From an optimization exercise on the open Yosys and OpenROAD flow, aimed at small area; shortcuts taken in it are not production practice.
In this exercise RTL edits were held to simulation tests only and were not proved equivalent to the original.
Power is estimated from default activity; no workload was simulated.

## try-maple
==> flow/design.v (excerpt) <==
module oscq (
    input  wire        clk,
    input  wire        rst,         
    input  wire        tx_valid,
    input  wire        tx_rw,       
    input  wire [3:0]  tx_idx,
    input  wire [31:0] tx_data,
    output reg         rd_valid,
    output wire [31:0] rd_data,
    output reg         smp_valid,
    output wire [15:0] smp_data,
    output wire        done
);
For scale: roughly 1,200 cells after synthesis, about 12,000 um^2 of cells after synthesis.
Settings: LEC_CHECK=0, CAP_MARGIN=20, CORE_MARGIN=2, CORE_UTILIZATION=40, SLEW_MARGIN=20, SYNTH_HIERARCHICAL=1, SYNTH_MEMORY_MAX_BITS=16384; clock period 10.0 ns.
run.sh (not shown) runs the stock make flow with config.mk's settings and CLKGATE_MAP_FILE= SYNTH_SCRIPT=/design/flow/synth_recipe.tcl, a recipe that flattens the netlist after the stock synthesis.
> inputs changed (try-maple -> try-yarrow)
==> flow/flow/run.sh (new file) <==
#!/bin/bash
# Own layout flow: the standard layout (standard.sh: ORFS synthesis unchanged,
# then floorplan to finish) with two layout options changed:
#  - ports are buffered with the small sky130_fd_sc_hd__buf_1 instead of the
#    buffer buffer_ports picks by itself (still one buffer on every input and
#    output port);
#  - after global routing, repair_timing's power recovery downsizes cells on
#    paths with positive slack (RECOVER_POWER, percent of such paths).
# Every tool's output goes to the ORFS logs under orfs/logs and, for the make
# run as a whole, to standard.log in this folder.
set -euo pipefail
export BUFFER_PORTS_ARGS="-buffer_cell sky130_fd_sc_hd__buf_1"
export RECOVER_POWER=100
bash standard.sh > standard.log 2>&1
==> flow/standard.sh (new file) <==
#!/bin/bash
# synth_recipe.tcl (not shown) runs the flow's synth.tcl, then flattens the netlist and writes it again
# the make line also repeats each setting of config.mk as NAME=value (left out here)
make -C /OpenROAD-flow-scripts/flow DESIGN_CONFIG=/design/flow/config.mk WORK_HOME=/design/flow/orfs CLKGATE_MAP_FILE= SYNTH_SCRIPT=/design/flow/synth_recipe.tcl "${@:-finish}"
removed: flow/run.sh
Notes after the runs:
[try-yarrow] flow finished | final checks: failed | reasons: capacitance limit, slew limit
Compared to try-maple, try-yarrow shows a narrower setup margin.
Against try-maple as the reference, try-yarrow delivers a lower via count of the first global-routing pass.
[compare] base=try-maple new=try-yarrow: buffer count excluding the clock tree in the final layout saw a decrease, first-iteration DRC count saw an increase, portion of the clock cycle consumed by the worst path in the final layout saw an increase, placer congestion estimate saw a decrease.
### try-yarrow -> try-tundra
==> flow/flow/run.sh <==
#!/bin/bash
# Own layout flow: the standard layout (standard.sh: ORFS synthesis unchanged,
# then floorplan to finish) with one layout option changed: ports are buffered
# with the small sky130_fd_sc_hd__buf_1 instead of the buffer that buffer_ports
# picks by itself (still one buffer on every input and output port).
# Every tool's output goes to the ORFS logs under orfs/logs and, for the make
# run as a whole, to standard.log in this folder.
set -euo pipefail
export BUFFER_PORTS_ARGS="-buffer_cell sky130_fd_sc_hd__buf_1"
bash standard.sh > standard.log 2>&1
Findings:
try-yarrow → try-tundra: logic gate share of total power shows no meaningful change, count of non-CTS buffers in the layout closely matched the old numbers, total combinational power held, count of vias placed by the detailed router ~0 delta.
Diff try-yarrow -> try-tundra: power per cell area went down by about 0.4%, power consumption about even, setup slack of the most critical reg-to-reg path increased by 150 ps relative to the old numbers, fraction of area in multi-input gates did not really move, worst hold slack moved up.
try-tundra leaves more setup margin than try-yarrow.
try-tundra — met3 wirelength from detailed routing 2.7% higher, try-yarrow as reference
try-tundra went all the way through synthesis, placement and routing and the layout is clean on timing, DRC and antenna.

oscq, a different RTL version from the one above (not shown whole).
Size in the first run: roughly 1200 cells after synthesis, ~12000 um^2 of cells after synthesis.
Settings: LEC_CHECK=0, CAP_MARGIN=20, CORE_MARGIN=2, CORE_UTILIZATION=65, SLEW_MARGIN=20, SYNTH_HIERARCHICAL=1, SYNTH_MEMORY_MAX_BITS=16384; clock period 10.0 ns.
standard.sh (not shown) runs the stock make flow with config.mk's settings and CLKGATE_MAP_FILE= SYNTH_SCRIPT=/design/flow/synth_recipe.tcl, a recipe that flattens the netlist after the stock synthesis.
==> flow/flow/run.sh <==
#!/bin/bash
# Own layout flow: the standard layout (standard.sh: ORFS synthesis unchanged,
# then floorplan to finish) with two layout options changed:
#  - ports are buffered with the small sky130_fd_sc_hd__buf_1 instead of the
#    buffer that buffer_ports picks by itself (still one buffer on every input
#    and output port);
#  - clock tree synthesis builds the tree from sky130_fd_sc_hd__clkbuf_8 and
#    inserts no dummy loads.
# Every tool's output goes to the ORFS logs under orfs/logs and, for the make
# run as a whole, to standard.log in this folder.
set -euo pipefail
export BUFFER_PORTS_ARGS="-buffer_cell sky130_fd_sc_hd__buf_1"
export CTS_ARGS="-sink_clustering_enable -repair_clock_nets -dont_use_dummy_load -buf_list sky130_fd_sc_hd__clkbuf_8"
bash standard.sh > standard.log 2>&1
==> next run, changes <==
--- a/flow/config.mk
+++ b/flow/config.mk
@@ -10 +10 @@
-export CORE_UTILIZATION = 65
+export CORE_UTILIZATION = 40
What happened: The changed run went through all stages and came out clean. Worst setup slack gains 0.017 ns. Die area came out higher by well over a third. Design area is higher slightly. Sequential share of layout area goes down by 0.46 points. Clock-buffer cell count stays the same. Clock power hardly moves. Combinational power barely changes. Total power hardly moves. Routed wire length rose by a few percent. Synthesized area does not change. Fmax hardly moves.

oscq, a different RTL version from the one above (not shown whole).
For scale: about 1200 cells after synthesis, about 91 I/O pins, roughly 12000 um^2 of cells after synthesis.
## oscq
module oscq (
    input  wire        clk,
    input  wire        rst,         
    input  wire        tx_valid,
    input  wire        tx_rw,       
    input  wire [3:0]  tx_idx,
    input  wire [31:0] tx_data,
    output reg         rd_valid,
    output wire [31:0] rd_data,
    output reg         smp_valid,
    output wire [15:0] smp_data,
    output wire        done
);
    reg [31:0] freq_r;
    reg [31:0] phase_r;
    reg [31:0] duty_r;
    reg [31:0] count_r;
    reg [31:0] xin_r;
    reg [15:0] sample_r;
    reg        err_overrun;
    reg        err_illcmd;
    reg        err_addr;
    reg [2:0]  rd_sel;
    assign done     = ~|count_r;
    assign smp_data = sample_r;
    wire       is_rd   = tx_valid & ~tx_rw;
    wire       is_wr   = tx_valid &  tx_rw;
    wire [2:0] op      = tx_data[2:0];
    wire [15:0] imm16  = tx_data[31:16];
    wire lo_slot  = ~tx_idx[3] & (~tx_idx[2] | (tx_idx[1:0] == 2'b00));    
    wire wr_reg   = is_wr & lo_slot;
    wire wr_cmd   = is_wr & (tx_idx == 4'd5);
    wire addr_err = (is_rd & (tx_idx[3] | (tx_idx[2:0] == 3'd5))) |
                    (is_wr & (tx_idx[3] | (tx_idx[2:1] == 2'b11)));
    wire cmd_legal = (tx_data[15:3] == 13'd0) & ((op == 3'd6) | (imm16 == 16'd0));
    wire cmd_ok    = wr_cmd & cmd_legal;
    wire ill_cmd   = wr_cmd & ~cmd_legal;
    wire is_osc    = cmd_ok & ((op != 3'd0) & ~op[2] | (op == 3'd4));
    wire overrun   = is_osc & done;
    wire osc_go    = is_osc & ~done;
    wire do_xp     = cmd_ok & ((op == 3'd5) | (op == 3'd6));
    wire do_reset  = cmd_ok & (op == 3'd7);
  ...
Settings: LEC_CHECK=0, CAP_MARGIN=5, CORE_MARGIN=2, CORE_UTILIZATION=40, GPL_TIMING_DRIVEN=0, SLEW_MARGIN=5, SYNTH_HIERARCHICAL=1, SYNTH_MEMORY_MAX_BITS=16384; clock period 10.0 ns.
Scripts as last shown in full above: flow/flow/run.sh
The starting point ran to the end with no violations.
Change:
--- a/flow/flow/run.sh
+++ b/flow/flow/run.sh
@@ -12,3 +12,3 @@
 export BUFFER_PORTS_ARGS="-buffer_cell sky130_fd_sc_hd__buf_1"
-export CTS_ARGS="-sink_clustering_enable -repair_clock_nets -dont_use_dummy_load -buf_list sky130_fd_sc_hd__clkbuf_8"
+export CTS_ARGS="-sink_clustering_enable -repair_clock_nets -dont_use_dummy_load -sink_clustering_size 24 -sink_clustering_max_diameter 150 -buf_list sky130_fd_sc_hd__clkbuf_8"
 bash standard.sh > standard.log 2>&1
CAP_MARGIN = 20   (was 5)
GPL_TIMING_DRIVEN = not set   (was 0)
SLEW_MARGIN = 20   (was 5)
What happened:
- total power barely changes
- die area stays the same
- utilization came out lower by 1.3 points
- wire length decreases by 1.9%
Change:
--- a/flow/flow/run.sh
+++ b/flow/flow/run.sh
@@ -12,3 +12,3 @@
 export BUFFER_PORTS_ARGS="-buffer_cell sky130_fd_sc_hd__buf_1"
-export CTS_ARGS="-sink_clustering_enable -repair_clock_nets -dont_use_dummy_load -sink_clustering_size 24 -sink_clustering_max_diameter 150 -buf_list sky130_fd_sc_hd__clkbuf_8"
+export CTS_ARGS="-sink_clustering_enable -repair_clock_nets -dont_use_dummy_load -buf_list sky130_fd_sc_hd__clkbuf_8"
 bash standard.sh > standard.log 2>&1
CAP_MARGIN = 0   (was 20)
SLEW_MARGIN = 0   (was 20)
=> The new run finished with timing, DRC and antenna clean; clock-buffer cell count stays the same; total power stays flat; setup slack stays flat; fmax barely changes; die area stays the same; cell area is about the same.
Change:
CAP_MARGIN = 20   (was 0)
SLEW_MARGIN = 20   (was 0)
What happened: The changed run passed the timing, design-rule and antenna checks. Register-to-register slack barely changes. Synthesized cell count is unchanged. Power is about the same. Clock power is about the same. Clock-buffer cell count stays the same. Hold slack stays flat. Routed wire length came out lower by 0.32%. Cell count hardly moves. Sequential share of layout area is about the same. Setup slack is about the same.

## v6
Starting RTL as in the previous note.
export LEC_CHECK = 0
export CAP_MARGIN = 5
export CORE_MARGIN = 2
export CORE_UTILIZATION = 40
export SLEW_MARGIN = 5
export SYNTH_HIERARCHICAL = 1
export SYNTH_MEMORY_MAX_BITS = 16384
create_clock -name core_clock -period 10.0 [get_ports {clk}]
==> flow/flow/run.sh <==
#!/bin/bash
# Own layout flow: the standard layout (standard.sh: ORFS synthesis unchanged,
# then floorplan to finish) with two layout options changed:
#  - ports are buffered with the small sky130_fd_sc_hd__buf_1 instead of the
#    buffer that buffer_ports picks by itself (still one buffer on every input
#    and output port);
#  - clock tree synthesis builds the tree from sky130_fd_sc_hd__clkbuf_8 and
#    inserts no dummy loads.
# Every tool's output goes to the ORFS logs under orfs/logs and, for the make
# run as a whole, to standard.log in this folder.
set -euo pipefail
export BUFFER_PORTS_ARGS="-buffer_cell sky130_fd_sc_hd__buf_1"
export CTS_ARGS="-sink_clustering_enable -repair_clock_nets -dont_use_dummy_load -buf_list sky130_fd_sc_hd__clkbuf_8"
bash standard.sh > standard.log 2>&1
v6: full flow OK, the timing, design-rule and antenna checks passed
--- input diff v6..v7 ---
- CTS_BUF_LIST newly set to sky130_fd_sc_hd__clkbuf_8
==> flow/run.sh (new file) <==
#!/bin/bash
# synth_recipe.tcl (not shown) runs the flow's synth.tcl, then flattens the netlist and writes it again
# the make line also repeats each setting of config.mk as NAME=value (left out here)
make -C /OpenROAD-flow-scripts/flow DESIGN_CONFIG=/design/flow/config.mk WORK_HOME=/design/flow/orfs CLKGATE_MAP_FILE= SYNTH_SCRIPT=/design/flow/synth_recipe.tcl finish
removed: flow/flow/run.sh
removed: flow/standard.sh
==> summary.txt <==
Maximum frequency in v7 vs v6: down 0.66%
Comparing area growth from synthesis to layout for v6 and v7, the smaller number came from v6.
On part of the total power dissipated in the clock network, the higher figure sits with v7, not v6.
Compared with v6, v7 improves first-iteration DRC count.
Between v7 and v6, it is v7 whose met3 usage is lower, by 0.54 points.
Between v6 and v7, the flow reports met3 routed wirelength increasing by a few percent.
Compared with v6, v7 shows a utilization that is 2.5 points higher.
Relative to v6, the worst endpoint required time of v7 is higher by 60 ps.

[port drivers added, routing unchanged]
The flow's constraints put no driver on any port. The routed layouts listed below were extracted and timed again, unchanged, in two steps.
Step 1 sets driving cells, clkbuf_16 on the clock port and buf_2 on the other inputs (assumed; they add their load-dependent delay and slew).
Step 2 moves the port delays by t, midway between the first and last clock arrival at a register: inputs arrive t later, outputs are due t later. That takes back most of the time a late clock gives input paths.
a / b / c = ideal ports / drivers / drivers and shift; a / b = the first two.
| run | shift t [ns] | setup WS [ns] | latest minus earliest clock arrival (ns) | pins driven straight from the clock port |
|---|---|---|---|---|
| try-maple | 0.484 | 1.260 / 1.260 / 1.049 | 0.008 / 0.008 | 1 |
| try-yarrow | 0.490 | 0.874 / 0.874 / 0.874 | 0.009 / 0.010 | 1 |
| try-tundra | 0.493 | 1.023 / 1.023 / 1.023 | 0.010 / 0.011 | 1 |
| the first run of note 2 | 0.502 | 1.087 / 1.087 / 1.087 | 0.059 / 0.058 | 1 |
| the second run of note 2 | 0.492 | 1.104 / 1.104 / 1.104 | 0.035 / 0.036 | 1 |
| the first run of note 3 | 0.483 | 0.240 / 0.240 / 0.240 | 0.031 / 0.031 | 1 |
| the second run of note 3 | 0.489 | 0.404 / 0.404 / 0.404 | 0.043 / 0.043 | 1 |
| the third run of note 3 | 0.491 | 0.407 / 0.407 / 0.407 | 0.043 / 0.044 | 1 |
| the fourth run of note 3 | 0.489 | 0.404 / 0.404 / 0.404 | 0.043 / 0.043 | 1 |
| v6 | 0.491 | 0.407 / 0.407 / 0.407 | 0.043 / 0.044 | 1 |
| v7 | 0.514 | 0.343 / 0.343 / 0.343 | 0.025 / 0.025 | 1 |
For try-maple, which loses most, drivers alone change the setup slack by 0.000 ns; drivers and shift together by -0.211 ns.
